What follows belongs to an exercise in optimizing a design on an open flow for small area, a short achievable clock period and few clock cycles; a production flow would make more cautious choices.
Only simulation tests tie the RTL to the original design; equivalence was not proved.
Power and IR drop assume default switching activity.

// sprite_atlas_decoder
module sprite_atlas_decoder (
    input  wire        clk,
    input  wire        rst_n,
    input  wire        cmd_valid,
    output wire        cmd_ready,
    input  wire [31:0] cmd_data,
    output wire        rsp_valid,
    input  wire        rsp_ready,
    output wire [31:0] rsp_data,
    output wire        fill_valid,
    input  wire        fill_ready,
    output wire [31:0] fill_x,
    output wire [31:0] fill_y,
    output wire [15:0] fill_w,
    output wire [15:0] fill_h,
    output wire [15:0] fill_c
);
    localparam [2:0] ST_OK       = 3'd0;
    localparam [2:0] ST_LENGTH   = 3'd1;
    localparam [2:0] ST_HEX      = 3'd2;
    localparam [2:0] ST_RANGE    = 3'd3;
    localparam [2:0] ST_ILLEGAL  = 3'd4;
    localparam [2:0] ST_CAPACITY = 3'd5;
    localparam [3:0] E_IDLE = 4'd0;    
    localparam [3:0] E_L1   = 4'd1;    
    localparam [3:0] E_L2   = 4'd2;    
    localparam [3:0] E_LW   = 4'd6;    
    localparam [3:0] E_D1   = 4'd4;    
    localparam [3:0] E_D2   = 4'd7;    
    localparam [3:0] E_LCHK = 4'd8;    
    localparam [3:0] E_DRUN = 4'd9;    
    reg [3:0] st;
    reg [15:0] zoom_r, dispw_r, disph_r;
    reg [15:0] fz_r;                     
    reg [17:0] zoom3_r;                  
    reg [15:0] bw_r, bh_r;
    reg [2:0]  grid_r;                   
    reg [2:0]  status_r;
    reg        rsp_v, rsk_v;
    reg [18:0] rsp_d, rsk_d;             
    reg        push_rsp;
    reg [18:0] push_d;
    always @(posedge clk) begin
        if (!rst_n) begin
            rsp_v <= 1'b0;
            rsk_v <= 1'b0;
        end else if (rsp_v && !rsp_ready) begin
            if (push_rsp) begin
                rsk_v <= 1'b1;
                rsk_d <= push_d;
            end
        end else if (rsk_v) begin
            rsp_d <= rsk_d;
            rsk_v <= 1'b0;
        end else begin
            rsp_v <= push_rsp;
            if (push_rsp) rsp_d <= push_d;
        end
    end
    assign rsp_valid = rsp_v;
    assign rsp_data  = {rsp_d[18:3], 13'd0, rsp_d[2:0]};
    reg  [31:0] cw;
    reg         cw_v;
    reg         rdy_r;
  ...
Size in the first run: roughly 7000 cells after synthesis, ~2700 flip-flops, ~180 I/O pins, roughly 98000 sq um of cells after synthesis.
clock: 12.0 ns
lec_check: 0
cap_margin: 20
core_margin: 2
core_utilization: 40
cts_cluster_diameter: 80
cts_cluster_size: 25
slew_margin: 20
standard.sh (not shown) runs the stock make flow with config.mk's settings and CLKGATE_MAP_FILE= SYNTH_SCRIPT=/design/flow/synth_recipe.tcl, a recipe that flattens the netlist after the stock synthesis.
==> flow/flow/run.sh <==
#!/bin/bash
set -euo pipefail
export SETUP_SLACK_MARGIN=8.5
bash standard.sh > standard_sh.log 2>&1
The starting point went through all stages and came out clean.
Testbench counts at the start, summed over its fixed seeds: cycles 19,116.
Edit:
Settings changed: CORE_UTILIZATION 40 to 50, TNS_END_PERCENT from default to 10.
- clock skew shrinks by 15 ps
- fmax is about the same
- total power went down by 0.81%
- via count fell by 2.5%
- setup slack barely changes
- core utilization climbs by 10 points
- routed wire length came out lower by 3.1%
- die area is lower by 20%
- non-clock buffer count fell by 103
- global-route usage climbs by 4.9 points

========
sprite_atlas_decoder, a different RTL version from the one above (not shown whole).
For scale: about 7100 cells after synthesis, ~180 I/O pins, ~98000 sq um of cells after synthesis.
==> flow/config.mk <==
export PLATFORM = sky130hd
export DESIGN_NAME = sprite_atlas_decoder
export DESIGN_NICKNAME = sprite_atlas_decoder
export VERILOG_FILES = /design/flow/design.v
export SDC_FILE = /design/flow/constraint.sdc
export NUM_CORES = 4
export LEC_CHECK = 0
export CAP_MARGIN = 20
export CORE_MARGIN = 2
export CORE_UTILIZATION = 45
export CTS_CLUSTER_DIAMETER = 80
export CTS_CLUSTER_SIZE = 25
export SLEW_MARGIN = 20
export TNS_END_PERCENT = 10
==> flow/constraint.sdc <==
create_clock -name core_clock -period 12.0 [get_ports {clk}]
set_input_delay 2.4000 -clock core_clock [delete_from_list [all_inputs] [get_ports {clk}]]
set_output_delay 2.4000 -clock core_clock [all_outputs]
set_load 0.01 [all_outputs]
Scripts as last shown in full above: flow/flow/run.sh
The baseline went through all stages and came out clean.
Testbench counts at the start, summed over its fixed seeds: cycles 19,116.
==> next run, changes <==
Settings changed: CORE_UTILIZATION 45 to 50.
Outcome:
- worst setup slack gets worse by 0.029 ns
- synthesized cell count stays the same
- synthesized area stays the same
- routed wire length is lower by 3.6%
- global-route usage grows by 2.6 points
- via count goes down by about 1.2%
- register-to-register slack got worse by 0.02 ns
- count of clock-buffer cells in the layout rises by 12
- combinational power came out lower by about 2.3%
- core utilization rose by 5.1 points
==> next run, changes <==
Settings changed: TNS_END_PERCENT 10 to 20.
What happened: The changed run finished clean; routed wire length increases by 1.1%; first-iteration DRC count went up by 9.6%; utilization goes up by 0.17 points; via count hardly moves; fmax goes down by 0.68%; setup slack got worse by 0.027 ns; sequential share of layout area came out lower by 0.19 points.
==> next run, changes <==
Settings changed: CORE_UTILIZATION 50 to 60, TNS_END_PERCENT 20 to 5.
- hold slack stays flat
- cell count decreases by 5.0%
- clock skew came out higher by 0.0096 ns
- setup slack barely changes
- routed wire length fell by 2.6%
- flip-flop and latch count is unchanged
- count of clock-buffer cells in the layout shrinks by 6
- total power stays flat
- die area is lower by 17%
- maximum frequency hardly moves

port drivers added, routing unchanged:
Ports are ideal in the flow. The routed layouts listed here were re-timed in OpenROAD. Step 1 (the two cells are an assumption about what drives the block):
set clk [get_ports {clk}]
set_driving_cell -lib_cell sky130_fd_sc_hd__clkbuf_16 $clk
set_driving_cell -lib_cell sky130_fd_sc_hd__buf_2 [delete_from_list [all_inputs] $clk]
Step 2, shift: input delay + t, output delay - t, t = (earliest + latest rising clock arrival at the registers) / 2. This alone moves slack from input paths to output paths. a / b / c = ideal ports / drivers / drivers and shift; a / b = the first two.
run	shift t [ns]	setup slack, ns	hold WS [ns]
the first run of note 1	0.914	7.942 / 7.910 / 7.062	0.329 / 0.329 / 0.329
the second run of note 1	0.903	7.939 / 7.904 / 7.054	0.332 / 0.332 / 0.332
the first run of note 2	0.922	8.033 / 7.953 / 7.317	0.307 / 0.307 / 0.307
the second run of note 2	0.893	8.004 / 7.928 / 7.405	0.347 / 0.347 / 0.347
the third run of note 2	0.913	7.977 / 7.916 / 7.461	0.339 / 0.339 / 0.339
the fourth run of note 2	0.877	7.975 / 7.895 / 7.539	0.341 / 0.341 / 0.341
After both steps setup and hold are still met in every run listed. For the second run of note 1, which loses most, drivers alone change the setup slack by -0.035 ns; drivers and shift together by -0.885 ns.
